Context: an optimization exercise on an open-source flow, tuned for small area, a short achievable clock period and few clock cycles per item. The choices shown serve that exercise and are no tape-out recipe.
At most, simulation tests tie the RTL to the original design; equivalence was not proved.
No activity file was given, so power comes from the tool's default toggle rates.

Setup of job 3835:
// qvlc_enc
module qvlc_enc (
    input  wire        clk,
    input  wire        rst,         
    input  wire        in_valid,
    output wire        in_ready,
    input  wire [15:0] in_coef,     
    input  wire [3:0]  in_qno,      
    input  wire [1:0]  in_cls,      
    input  wire        in_mode,     
    output wire        out_valid,
    input  wire        out_ready,
    output wire [15:0] out_val,     
    output wire [4:0]  out_len,     
    output wire        out_last,    
    output wire        out_err,     
    output wire [11:0] out_bits     
);
    localparam RL = 64;             
    reg  [RL*9-1:0] ring;           
    wire [8:0]      ring_in;        
    always @(posedge clk)
        ring <= {ring[(RL-1)*9-1:0], ring_in};
    wire [8:0] tap  = ring[61*9 +: 9];    
    reg        rdy;                 
    reg  [5:0] wd;                  
    reg  [6:0] sd;
    reg        fd, sd_st, sd_err;
    wire [6:0] span = sd + {6'd0, fd} - {6'd0, sd_st} - {sd_err, 6'd0};
  ...
Settings: LEC_CHECK=0, CAP_MARGIN=20, CORE_MARGIN=2, CORE_UTILIZATION=60, CTS_CLUSTER_DIAMETER=100, CTS_CLUSTER_SIZE=30, SETUP_SLACK_MARGIN=5, SLEW_MARGIN=20; clock period 9.0 ns.
standard.sh (not shown) runs the stock make flow with config.mk's settings and CLKGATE_MAP_FILE= SYNTH_SCRIPT=/design/flow/synth_recipe.tcl, a recipe that flattens the netlist after the stock synthesis.
==> flow/flow/run.sh <==
#!/bin/bash
set -euo pipefail
bash standard.sh finish SETUP_SLACK_MARGIN=6.2 > standard_make.log 2>&1
Job 3835 reached the final stage; the timing, design-rule and antenna checks on its layout passed.
Testbench counts of job 3835, summed over its fixed seeds: cycles 21,000, blocks 320.
Modified inputs, job 3479 compared to job 3835
==> flow/flow/run.sh <==
#!/bin/bash
set -euo pipefail
bash standard.sh finish SETUP_SLACK_MARGIN=6.0 "BUFFER_PORTS_ARGS=-buffer_cell sky130_fd_sc_hd__buf_1" > standard_make.log 2>&1
Results
Job 3835 and job 3479 all finish clean.
For job 3835, the source of the critical timing path was oval[11]$_SDFFCE_PP0P_, unlike job 3479, where it was in_qno[1].
Job 3479 ended with less number of standard cells in the layout, taps in and fillers out than job 3835.
Signed area change from the synthesized netlist to the final layout ends up lower on job 3479.
| combined flip-flop and latch cell area | job 3835 vs job 3479 | ≈ equal |
Modified inputs, job 9903 compared to job 3479
==> flow/flow/run.sh <==
#!/bin/bash
set -euo pipefail
bash standard.sh finish SETUP_SLACK_MARGIN=6.8 > standard_make.log 2>&1
Status: power of the sequential group parity (job 9903, job 3479). Higher normalized max-slew margin goes to job 9903 over job 3479. Measured against each other, job 9903 and job 3479 differ in post-layout minimum cycle time, the higher figure coming from job 9903. Job 9903 vs job 3479 on multi-input gate area in the final layout: job 9903 is the higher one. Relative to job 3479, the number of clock buffers in the layout measured on job 9903 has decreased by a few percent. Job 9903 vs. job 3479: via density per instance went up by about 2.2%. Against job 3479, the final cell area of job 9903 is higher. Relative to job 3479, power consumption increased by about 2.3% in job 9903. Job 3479 tops out at a higher clock frequency than job 9903.
What job 7044 does differently from job 9903 at the input level:
==> flow/flow/run.sh <==
#!/bin/bash
set -euo pipefail
bash standard.sh finish SETUP_SLACK_MARGIN=6.5 > standard_make.log 2>&1
--- a/flow/config.mk
+++ b/flow/config.mk
@@ -8,6 +8,6 @@
 export CAP_MARGIN = 20
 export CORE_MARGIN = 2
-export CORE_UTILIZATION = 60
-export CTS_CLUSTER_DIAMETER = 100
+export CORE_UTILIZATION = 50
+export CTS_CLUSTER_DIAMETER = 80
 export CTS_CLUSTER_SIZE = 30
 export SETUP_SLACK_MARGIN = 5
Job 7044 finished every stage and its layout cleared the timing, design-rule and antenna checks.
Relative to job 9903, global-route wire length before repair has decreased by 1400 µm in job 7044.
Compared with job 9903, average routed wire per standard cell in job 7044 decreased by a few percent.
Static leakage: job 7044 better than job 9903


Another version of the RTL of qvlc_enc (not shown whole).
Size: ~1300 cells after synthesis, about 720 flip-flops, ~64 I/O pins, ~19000 um^2 of cells after synthesis.
==> flow/config.mk <==
export PLATFORM = sky130hd
export DESIGN_NAME = qvlc_enc
export DESIGN_NICKNAME = qvlc_enc
export VERILOG_FILES = /design/flow/design.v
export SDC_FILE = /design/flow/constraint.sdc
export NUM_CORES = 4
export LEC_CHECK = 0
export CAP_MARGIN = 20
export CORE_MARGIN = 2
export CORE_UTILIZATION = 70
export CTS_CLUSTER_DIAMETER = 100
export CTS_CLUSTER_SIZE = 30
export SETUP_SLACK_MARGIN = 5
export SLEW_MARGIN = 20
==> flow/constraint.sdc <==
create_clock -name core_clock -period 9.0 [get_ports {clk}]
set_input_delay 1.8000 -clock core_clock [delete_from_list [all_inputs] [get_ports {clk}]]
set_output_delay 1.8000 -clock core_clock [all_outputs]
set_load 0.01 [all_outputs]
==> flow/flow/run.sh <==
#!/bin/bash
set -euo pipefail
bash standard.sh finish SETUP_SLACK_MARGIN=5.5 > standard_make.log 2>&1
Rerun with:
==> flow/flow/run.sh (replaced) <==
#!/bin/bash
set -euo pipefail
bash standard.sh finish SETUP_SLACK_MARGIN=6.0 > standard_make.log 2>&1
Outcome: Cell count rose by 2.2%; routed wire length rose by 4.7%; hold slack loses 17 ps; sequential power stays flat; via count rose by 2.2%; final area rose by 2.5%; sequential cell count does not change; synthesized area does not change; maximum frequency rose by 3.8%.
Function was not checked in any run of this note: the RTL went through the layout flow alone.

static timing again, ports no longer ideal:
Ports are ideal in the flow. The routed layouts listed here were re-timed in OpenROAD. Step 1 (the two cells are an assumption about what drives the block):
set clk [get_ports {clk}]
set_driving_cell -lib_cell sky130_fd_sc_hd__clkbuf_16 $clk
set_driving_cell -lib_cell sky130_fd_sc_hd__buf_2 [delete_from_list [all_inputs] $clk]
Step 2 times the ports against the registers' clock, not the clock port: input delays grow and output delays shrink by t, the midpoint of the rising clock arrivals with the driver on. a / b / c = ideal / step 1 / step 2; a / b = the first two.
| run | t, ns | setup slack, ns | hold slack, ns | latest minus earliest clock arrival (ns) | pins driven straight from the clock port |
|---|---|---|---|---|---|
| job 3835 | 0.615 | 5.957 / 5.906 / 5.395 | 0.325 / 0.325 / 0.325 | 0.016 / 0.017 | 1 |
| job 3479 | 0.611 | 6.028 / 5.990 / 5.442 | 0.327 / 0.327 / 0.327 | 0.017 / 0.017 | 1 |
| job 9903 | 0.601 | 5.952 / 5.904 / 5.506 | 0.329 / 0.329 / 0.329 | 0.028 / 0.028 | 1 |
| job 7044 | 0.615 | 5.925 / 5.875 / 5.436 | 0.326 / 0.326 / 0.326 | 0.019 / 0.020 | 1 |
| the first run of note 2 | 0.617 | 5.553 / 5.541 / 4.965 | 0.312 / 0.312 / 0.312 | 0.028 / 0.027 | 1 |
| the second run of note 2 | 0.622 | 5.681 / 5.681 / 5.088 | 0.295 / 0.295 / 0.295 | 0.038 / 0.038 | 1 |
After both steps setup and hold are still met in every run listed. For the second run of note 2, which loses most, drivers alone change the setup slack by 0.000 ns; drivers and shift together by -0.593 ns.
